Background: an optimization exercise with open tools, aiming at a short achievable clock period and few clock cycles. Do not read the settings as production practice.
At most, simulation tests tie the RTL to the original design; equivalence was not proved.
Power figures rest on the tool's default switching activity, not on a simulated workload.

## intc_timer
module intc_timer (
    input  wire        clk,
    input  wire        rst,
    input  wire        cmd_valid,
    output reg         cmd_ready,
    input  wire [2:0]  cmd_op,
    input  wire [23:0] cmd_arg,
    input  wire [7:0]  cmd_data,
    output reg         rsp_valid,
    output reg  [7:0]  rsp_data,
    output wire [2:0]  pend,
    output reg  [1:0]  irq_line,
    output reg  [15:0] irq_vector
);
    localparam [2:0] OP_POWER    = 3'd0;
    localparam [2:0] OP_STEP     = 3'd1;
    localparam [2:0] OP_READ     = 3'd2;
    localparam [2:0] OP_WRITE    = 3'd3;
    localparam [2:0] OP_LINE     = 3'd4;
    localparam [2:0] OP_BOUNDARY = 3'd5;
    localparam [15:0] VEC_TIQ  = 16'hFFFA;
    localparam [15:0] VEC_IRQ1 = 16'hFFF8;
    localparam [15:0] VEC_IRQ2 = 16'hFFF6;
    localparam [2:0] HOLD = 3'd6;      
    function nvc;
        input [2:0]  op;
        input [2:0]  sel;
        input        d0;
        begin
            nvc = op == OP_STEP || op == OP_POWER ||
                  (op == OP_WRITE && sel == 3'd3 && d0) ||
                  (op == OP_READ && sel == 3'd4);
        end
    endfunction
    reg        s0_v;
    reg [2:0]  s0_op;
    reg [23:0] s0_arg;
    reg [7:0]  s0_data;
    reg [8:0]  s0_m1;       
    reg [9:0]  s0_m3;       
    reg [2:0]  bc;          
    wire s0_nv;                        
    wire s0_flag;                      
    wire s0_adv = s0_v && (bc == 3'd0 || !s0_nv);     
  ...
==> flow/config.mk <==
export PLATFORM = sky130hd
export DESIGN_NAME = intc_timer
export DESIGN_NICKNAME = intc_timer
export VERILOG_FILES = /design/flow/design.v
export SDC_FILE = /design/flow/constraint.sdc
export NUM_CORES = 4
export LEC_CHECK = 0
export ABC_CLOCK_PERIOD_IN_PS = 3000
export CAP_MARGIN = 20
export CORE_MARGIN = 2
export CORE_UTILIZATION = 40
export SETUP_SLACK_MARGIN = 3.6
export SLEW_MARGIN = 20
export TNS_END_PERCENT = 100
==> flow/constraint.sdc <==
create_clock -name core_clock -period 6.0 [get_ports {clk}]
set_input_delay 1.2000 -clock core_clock [delete_from_list [all_inputs] [get_ports {clk}]]
set_output_delay 1.2000 -clock core_clock [all_outputs]
set_load 0.01 [all_outputs]
run.sh (not shown) runs the stock make flow with config.mk's settings and CLKGATE_MAP_FILE= SYNTH_SCRIPT=/design/flow/synth_recipe.tcl, a recipe that flattens the netlist after the stock synthesis.
Rerun with:
Settings changed: ABC_CLOCK_PERIOD_IN_PS 3000 to 2200.
The new run completed without violations.
Worst hold slack stays the same.
Sequential share of layout area does not change.
Wire length is unchanged.
Register-to-register slack hardly moves.
Final cell count stays the same.
Utilization does not change.
Sequential cell count stays the same.
Critical path depth stays the same.
No run of this note included a check of the RTL's function; only the layout flow was run.

* * *

intc_timer, a different RTL version from the one above (not shown whole).
Size: about 3000 cells after synthesis.
// intc_timer
module intc_timer (
    input  wire        clk,
    input  wire        rst,
    input  wire        cmd_valid,
    output reg         cmd_ready,
    input  wire [2:0]  cmd_op,
    input  wire [23:0] cmd_arg,
    input  wire [7:0]  cmd_data,
    output reg         rsp_valid,
    output reg  [7:0]  rsp_data,
    output wire [2:0]  pend,
    output reg  [1:0]  irq_line,
    output reg  [15:0] irq_vector
);
==> flow/config.mk <==
export PLATFORM = sky130hd
export DESIGN_NAME = intc_timer
export DESIGN_NICKNAME = intc_timer
export VERILOG_FILES = /design/flow/design.v
export SDC_FILE = /design/flow/constraint.sdc
export NUM_CORES = 4
export LEC_CHECK = 0
export ABC_CLOCK_PERIOD_IN_PS = 1000
export CAP_MARGIN = 20
export CORE_MARGIN = 2
export CORE_UTILIZATION = 40
export SETUP_SLACK_MARGIN = 4.0
export SLEW_MARGIN = 20
export TNS_END_PERCENT = 100
==> flow/constraint.sdc <==
create_clock -name core_clock -period 6.0 [get_ports {clk}]
set_input_delay 1.2000 -clock core_clock [delete_from_list [all_inputs] [get_ports {clk}]]
set_output_delay 1.2000 -clock core_clock [all_outputs]
set_load 0.01 [all_outputs]
The starting point passed the timing, design-rule and antenna checks.
==> next run, changes <==
Settings changed: ABC_CLOCK_PERIOD_IN_PS 1000 to 2200, SETUP_SLACK_MARGIN 4.0 to 3.6.
Result: Die area does not change; setup slack gets better by 0.077 ns; worst hold slack gets better by 0.016 ns; power fell by 3.8%; final cell count shrinks by 2.1%; global-route usage fell by 1.1 points.
No functional check of the RTL was part of any run of this note.

* * *

## lane 1
intc_timer, a different RTL version from the one above (not shown whole).
Size in the first run: about 3000 cells after synthesis, ~700 flip-flops.
==> flow/config.mk <==
export PLATFORM = sky130hd
export DESIGN_NAME = intc_timer
export DESIGN_NICKNAME = intc_timer
export VERILOG_FILES = /design/flow/design.v
export SDC_FILE = /design/flow/constraint.sdc
export NUM_CORES = 4
export LEC_CHECK = 0
export ABC_CLOCK_PERIOD_IN_PS = 2200
export CAP_MARGIN = 20
export CORE_MARGIN = 2
export CORE_UTILIZATION = 40
export SETUP_SLACK_MARGIN = 4.0
export SLEW_MARGIN = 20
export TNS_END_PERCENT = 100
==> flow/constraint.sdc <==
create_clock -name core_clock -period 6.0 [get_ports {clk}]
set_input_delay 1.2000 -clock core_clock [delete_from_list [all_inputs] [get_ports {clk}]]
set_output_delay 1.2000 -clock core_clock [all_outputs]
set_load 0.01 [all_outputs]
Testbench counts of lane 1, summed over its fixed seeds: cycles 5,042.
#### Input delta (lane 2 over lane 1)
Settings: SETUP_SLACK_MARGIN now 3.2, was 4.0; CORE_UTILIZATION now 45, was 40.
Results
Per the comparison of lane 2 with lane 1, standard-cell row count fell 6, critical path required time rose by 0.02 ns, switching power total went down about 16%, power shows a reduction of 2.6 mW. For the via count, lane 2 came in 1381 lower than lane 1 did. Per the comparison of lane 2 with lane 1, shortest clock period the worst path allows after layout now smaller; sequential power lost about 2%.
Input changes introduced in lane 3 (baseline for comparison: lane 2):
Settings: CORE_UTILIZATION changed from 45 to 40; SETUP_SLACK_MARGIN changed from 3.2 to 3.6.
Notes after the runs:
Lane 3 ended with every stage complete and zero timing, DRC or antenna violations.
Number of buffers added by the clock tree synthesis step is higher on lane 3
Clock power share, lane 2 and lane 3: larger value in lane 2
Lane 3 ends up with a die width that is 6.0% higher than in lane 2.
Top power group: sequential cells -> lane 2, combinational cells -> lane 3
Run comparison: lane 3 biggest cell category by area in the final layout multi-input gates; lane 2 biggest cell category by area in the final layout sequential cells
Diff lane 2 -> lane 3 | global-route usage | decrease of 2.1 points
In the metrics for lane 2 and lane 3, the one carrying the higher met2 layer wire length in the routed design is lane 3.
Of lane 2 and lane 3, lane 3 shows the higher die height, with lane 2 below it.
[lane 3] post-place setup slack rose 0.12 ns relative to lane 2

* * *

intc_timer, a different RTL version from the one above (not shown whole).
Size in the first run: ~3000 cells after synthesis, roughly 700 flip-flops, roughly 69 I/O pins, ~31000 um^2 of cells after synthesis.
Settings: LEC_CHECK=0, ABC_CLOCK_PERIOD_IN_PS=2200, CAP_MARGIN=20, CORE_MARGIN=2, CORE_UTILIZATION=40, PLACE_DENSITY=0.7, SETUP_SLACK_MARGIN=3.6, SLEW_MARGIN=20, TNS_END_PERCENT=100; clock period 6.0 ns.
Testbench counts at the start, summed over its fixed seeds: cycles 5,072.
Change:
Settings changed: CORE_UTILIZATION 40 to 45, PLACE_DENSITY 0.7 to unset, SETUP_SLACK_MARGIN 3.6 to 3.2.
Hold slack stays flat; final cell count shrinks by 7.6%; non-clock buffer count shrinks by 175; worst setup slack loses 61 ps; sequential share of layout area climbs by 3.6 points; design area goes down by 9.3%; routed wire length decreases by 6.7%; critical path depth falls by 8; via count is lower by 6.0%.
Change:
Settings changed: CORE_UTILIZATION 45 to 40, SETUP_SLACK_MARGIN 3.2 to 3.4.
Effect: Wire length went up by a few percent. Synthesized cell count stays the same. Non-clock buffer count increases by 66. Die area climbs by roughly a tenth. Hold slack is worse by 5.3 ps. Cell area came out higher by a few percent. Core utilization goes down by 4.0 points. Count of clock-buffer cells in the layout rises by 2.
Change:
Settings changed: SETUP_SLACK_MARGIN 3.4 to 3.6.
=>
- The new run produced a clean layout
- final area increases by 4.7%
- synthesized area is unchanged
- setup slack gets better by 200 ps
- total power increases by 4.0%
- global-route usage increases by 0.58 points
- wire length increases by 3.8%
- first-iteration DRC count increases by 7.0%
- hold slack gets better by 9.2 ps
- via count increases by 1.9%
- core utilization increases by 2.3 points
- sequential share of layout area decreases by 1.6 points

* * *

Another version of the RTL of intc_timer (not shown whole).
clock: 6.0 ns
lec_check: 0
cap_margin: 20
core_margin: 2
core_utilization: 40
slew_margin: 20
Testbench counts at the start, summed over its fixed seeds: cycles 4,868.
==> next run, changes <==
- ABC_CLOCK_PERIOD_IN_PS: default -> 1500
- SETUP_SLACK_MARGIN: default -> 3.6
- TNS_END_PERCENT: default -> 100
- setup slack gains 0.21 ns
- critical path depth drops by 3
- total power climbs by 17%
- hold slack gains 0.0094 ns
- combinational power climbs by 28%
- count of clock-buffer cells in the layout climbs by 1

* * *

RTL: one of the versions met above, not the one the previous note started from.
Size: roughly 3000 cells after synthesis, roughly 700 flip-flops, ~31000 um2 of cells after synthesis.
// intc_timer
module intc_timer (
    input  wire        clk,
    input  wire        rst,
    input  wire        cmd_valid,
    output reg         cmd_ready,
    input  wire [2:0]  cmd_op,
    input  wire [23:0] cmd_arg,
    input  wire [7:0]  cmd_data,
    output reg         rsp_valid,
    output reg  [7:0]  rsp_data,
    output wire [2:0]  pend,
    output reg  [1:0]  irq_line,
    output reg  [15:0] irq_vector
);
clock: 6.0 ns
lec_check: 0
abc_clock_period_in_ps: 2200
cap_margin: 20
core_margin: 2
core_utilization: 40
setup_slack_margin: 3.5
slew_margin: 20
tns_end_percent: 100
Testbench counts at the start, summed over its fixed seeds: cycles 5,072.
Edit:
Settings changed: CORE_UTILIZATION 40 to 65, PLACE_DENSITY from default to 0.75, SETUP_SLACK_MARGIN 3.5 to 3.6.
The changed run completed with no timing, DRC or antenna violations.
Die area came out lower by well over a third.
Register-to-register slack barely changes.
Area after synthesis is unchanged.
Global-route usage came out higher by 12 points.
Edit:
Settings changed: CORE_UTILIZATION 65 to 40, PLACE_DENSITY 0.75 to default, SETUP_SLACK_MARGIN 3.6 to 4.0.
Count of clock-buffer cells in the layout grows by 8.
Routed wire length shrinks by 2.8%.
Sequential share of layout area shrinks by 1.6 points.
Sequential power is about the same.
Global-route usage shrinks by 11 points.
Edit:
Settings changed: SETUP_SLACK_MARGIN 4.0 to 3.7.
Effect:
- via count fell by 0.83%
- setup slack improves by 0.16 ns
- non-clock buffer count fell by 27
- synthesized cell count is unchanged
- final cell count fell by 0.72%
- clock-buffer cell count fell by 5

* * *

intc_timer, a different RTL version from the one above (not shown whole).
For scale: about 3700 cells after synthesis, about 820 flip-flops, about 69 I/O pins, roughly 38000 sq um of cells after synthesis.
==> flow/config.mk <==
export PLATFORM = sky130hd
export DESIGN_NAME = intc_timer
export DESIGN_NICKNAME = intc_timer
export VERILOG_FILES = /design/flow/design.v
export SDC_FILE = /design/flow/constraint.sdc
export NUM_CORES = 4
export LEC_CHECK = 0
export ABC_CLOCK_PERIOD_IN_PS = 1000
export CAP_MARGIN = 20
export CORE_MARGIN = 2
export CORE_UTILIZATION = 40
export SETUP_SLACK_MARGIN = 3.6
export SLEW_MARGIN = 20
export TNS_END_PERCENT = 100
==> flow/constraint.sdc <==
create_clock -name core_clock -period 6.0 [get_ports {clk}]
set_input_delay 1.2000 -clock core_clock [delete_from_list [all_inputs] [get_ports {clk}]]
set_output_delay 1.2000 -clock core_clock [all_outputs]
set_load 0.01 [all_outputs]
The starting point completed with no timing, DRC or antenna violations.
Edit:
ABC_CLOCK_PERIOD_IN_PS = 2200   (was 1000)
=> Die area does not change; routed wire length stays the same; area after synthesis does not change; sequential share of layout area is unchanged; register-to-register slack hardly moves; critical path depth is unchanged; core utilization does not change; maximum frequency is unchanged; final area is unchanged; via count stays the same; total power does not change.
No functional check of the RTL was part of any run of this note.

static timing again, ports no longer ideal:
The results above use ideal ports. As a check the final layouts listed here were re-extracted and re-timed, cells and wires unchanged. Step 1 (the two cells are an assumption about what drives the block):
set clk [get_ports {clk}]
set_driving_cell -lib_cell sky130_fd_sc_hd__clkbuf_16 $clk
set_driving_cell -lib_cell sky130_fd_sc_hd__buf_2 [delete_from_list [all_inputs] $clk]
Step 2 times the ports against the registers' clock, not the clock port: input delays grow and output delays shrink by t, the midpoint of the rising clock arrivals with the driver on. a / b / c = ideal ports / drivers / drivers and shift; a / b = the first two.
run	t (ns)	setup slack, ns	hold WS [ns]	worst register clock-pin slew, ns
the first run of note 1	0.679	3.347 / 3.347 / 3.006	0.306 / 0.306 / 0.306	0.07 / 0.07
the second run of note 1	0.679	3.347 / 3.347 / 3.006	0.306 / 0.306 / 0.306	0.07 / 0.07
the first run of note 2	0.684	3.315 / 3.315 / 3.089	0.305 / 0.305 / 0.305	0.07 / 0.07
the second run of note 2	0.686	3.392 / 3.392 / 3.037	0.321 / 0.321 / 0.321	0.07 / 0.07
lane 1	0.684	3.072 / 3.072 / 2.924	0.311 / 0.311 / 0.311	0.06 / 0.06
lane 2	0.697	3.137 / 3.137 / 2.677	0.312 / 0.312 / 0.312	0.07 / 0.07
lane 3	0.674	3.204 / 3.204 / 2.830	0.321 / 0.321 / 0.321	0.07 / 0.07
the first run of note 4	0.678	3.322 / 3.322 / 2.994	0.316 / 0.316 / 0.316	0.07 / 0.07
the second run of note 4	0.672	3.261 / 3.199 / 2.692	0.316 / 0.316 / 0.316	0.07 / 0.07
the third run of note 4	0.679	3.254 / 3.254 / 2.793	0.311 / 0.311 / 0.311	0.06 / 0.06
the fourth run of note 4	0.673	3.451 / 3.423 / 2.961	0.320 / 0.320 / 0.320	0.06 / 0.06
the first run of note 5	0.656	0.206 / 0.206 / 0.206	0.402 / 0.402 / 0.402	0.07 / 0.07
the second run of note 5	0.652	0.416 / 0.416 / 0.416	0.411 / 0.411 / 0.411	0.07 / 0.07
the first run of note 6	0.676	3.328 / 3.328 / 2.896	0.311 / 0.311 / 0.311	0.07 / 0.07
the second run of note 6	0.668	3.331 / 3.331 / 3.056	0.316 / 0.316 / 0.316	0.07 / 0.07
the third run of note 6	0.679	3.211 / 3.211 / 3.024	0.320 / 0.320 / 0.320	0.07 / 0.07
the fourth run of note 6	0.681	3.369 / 3.369 / 3.004	0.309 / 0.309 / 0.309	0.07 / 0.07
the first run of note 7	0.710	2.866 / 2.866 / 2.785	0.314 / 0.314 / 0.314	0.07 / 0.07
the second run of note 7	0.710	2.866 / 2.866 / 2.785	0.314 / 0.314 / 0.314	0.07 / 0.07
After both steps every run listed still meets setup and hold. The setup slack of the second run of note 4, which loses most, moves by -0.062 ns with the drivers and by -0.569 ns with both steps.
